This design comes from an exercise in tuning for small area, a short achievable clock period and few clock cycles per item on the open sky130 flow, not from production work.
In this exercise RTL edits were held to simulation tests only and were not proved equivalent to the original.

==> amber <==
==> flow/design.v (excerpt) <==
module gpc_ppa (
    input  wire         clk,
    input  wire         rst,
    input  wire         start,
    input  wire         op,
    input  wire [255:0] key,
    input  wire [63:0]  point,
    output wire         ready,
    output reg          done,
    output reg  [63:0]  result,
    output reg          err
);
export LEC_CHECK = 0
export CAP_MARGIN = 20
export CORE_MARGIN = 2
export CORE_UTILIZATION = 45
export CTS_CLUSTER_DIAMETER = 100
export CTS_CLUSTER_SIZE = 25
export GPL_ROUTABILITY_DRIVEN = 1
export GPL_TIMING_DRIVEN = 1
export PLACE_DENSITY = 0.55
export SLEW_MARGIN = 20
create_clock -name core_clock -period 10.0 [get_ports {clk}]
standard.sh (not shown) runs the stock make flow with config.mk's settings and CLKGATE_MAP_FILE= SYNTH_SCRIPT=/design/flow/synth_recipe.tcl, a recipe that flattens the netlist after the stock synthesis.
==> flow/flow/run.sh <==
#!/bin/bash
# The standard layout (standard.sh) with two changes:
#  - synthesis maps with ABC's &nf mapper (delay-oriented, with area
#    recovery) on structural
#    choices (flow/abc_nf.script) instead of ORFS's speed script; the
#    synthesis script is the standard flow's own synth_recipe.tcl, unchanged, with the
#    yosys abc command wrapped so that its -script argument names that file;
#  - timing repair aims at a 3.6 ns period (setup slack margin 6.4 ns).
# Each tool's full output stays in the ORFS logs; make's in flow_make.log.
set -euo pipefail
here=$(pwd)
cat > my_synth.tcl <<EOT
proc abc {args} {
  set i [lsearch -exact \$args -script]
  if {\$i >= 0} { lset args [expr {\$i + 1}] $here/flow/abc_nf.script }
  yosys abc {*}\$args
}
EOT
cat synth_recipe.tcl >> my_synth.tcl
bash standard.sh SYNTH_SCRIPT=$here/my_synth.tcl SETUP_SLACK_MARGIN=6.4 finish > flow_make.log 2>&1
==> flow/flow/abc_nf.script <==
&get -n
&st
&dch
&nf
&put
topo
stime -c
==> inputs of nickel, as changes to amber <==
--- a/flow/design.v
+++ b/flow/design.v
@@ -328,11 +328,10 @@
       in_op <= op;
       in_pt <= point;
       kbl   <= key[127:0];
     end
     in_d <= d_in;
-    result <= {64{!nokey}} & {h_pt[63:56], h_pt[55:0] ^ rev56(fl)};
     if (rst_q) begin
       rdy   <= !accept;
       in_v  <= accept;
       in_age <= 1'b0;
       if (!in_v) kw <= key[255:128];
@@ -407,10 +406,11 @@
       done <= 1'b0;
       if (f_v) begin
         nf <= nf_u;
         cm <= cm_u;
       end
+      result <= {64{!nokey}} & {h_pt[63:56], h_pt[55:0] ^ rev56(fl)};
       err    <= nokey;
       if (h_end) begin
         as_f   <= fl;
         nf     <= 56'd0;
         cm     <= 56'd0;
==> flow/flow/run.sh (replaced) <==
#!/bin/bash
# The standard layout (standard.sh) with two changes:
#  - synthesis maps with ABC's area-oriented &nf mapper on structural
#    choices (flow/abc_nf.script) instead of ORFS's speed script; the
#    synthesis script is the standard flow's own synth_recipe.tcl, unchanged, with the
#    yosys abc command wrapped so that its -script argument names that file;
#  - timing repair aims at a 3.5 ns period (setup slack margin 6.5 ns).
# Each tool's full output stays in the ORFS logs; make's in flow_make.log.
set -euo pipefail
here=$(pwd)
cat > my_synth.tcl <<EOT
proc abc {args} {
  set i [lsearch -exact \$args -script]
  if {\$i >= 0} { lset args [expr {\$i + 1}] $here/flow/abc_nf.script }
  yosys abc {*}\$args
}
EOT
cat synth_recipe.tcl >> my_synth.tcl
bash standard.sh SYNTH_SCRIPT=$here/my_synth.tcl SETUP_SLACK_MARGIN=6.5 finish > flow_make.log 2>&1
==> flow/flow/abc_nf.script (replaced) <==
&get -n
&st
&dch
&nf -R 1000
&put
topo
stime -c
==> summary of the runs <==
amber produced a clean layout. nickel went through all stages and came out clean. Against nickel, the non-clock buffer count of amber is lower by 189. Sequential share of layout area: nickel is higher than amber (0.81 points). Of nickel and amber, amber has the higher via count (gap about 5.6%, measured against amber). Of nickel and amber, amber has the higher clock skew (gap 32 ps). Core utilization: nickel is higher than amber (0.74 points).
==> figures <==
| metric | nickel | amber |
|---|---|---|
| Result of the run | no timing/DRC/antenna violations | no timing/DRC/antenna violations |
| Cell seen most often among critical-path stages | or4_4 | xnor2_1 |
| Area enclosed by the die boundary | 708800 um2 | 731800 um2 |
| Buffers inserted by post-CTS timing repair | 177 | 58 |
| Synthesized-area fraction occupied by adder cells | 1.028% | 0.9956% |
| Beginning of the critical path | q[118] | ksel[2] |
| Total routed wire length on the met1 layer | 473200 um | 506700 um |
| Met3 wire length | 75750 um | 86410 um |
| Number of global-route vias before repair | 207076 | 216738 |
Testbench counts of amber, summed over its fixed seeds: cycles 7,385, items 384.
Testbench counts of nickel, summed over its fixed seeds: cycles 7,385, items 384.

[separate check: timing with driven ports]
Ports are ideal in the flow. The routed layouts listed here were re-timed in OpenROAD. Step 1: set_driving_cell puts a clkbuf_16 on clk and a buf_2 on each other input, an assumption about the parent block. Step 2 moves the port delays by t, midway between the first and last clock arrival at a register: inputs arrive t later, outputs are due t later. That takes back most of the time a late clock gives input paths. Slacks: ideal ports / drivers / drivers and shift; pairs: ideal ports / drivers.
run | t, ns | setup slack, ns | latest minus earliest clock arrival (ns) | pins driven straight from the clock port
amber | 1.207 | 6.351 / 6.235 / 5.975 | 0.115 / 0.114 | 1
nickel | 1.181 | 4.939 / 4.939 / 4.939 | 0.081 / 0.082 | 1
After both steps every run listed still meets setup and hold. For amber, which loses most, drivers alone change the setup slack by -0.116 ns; drivers and shift together by -0.376 ns.
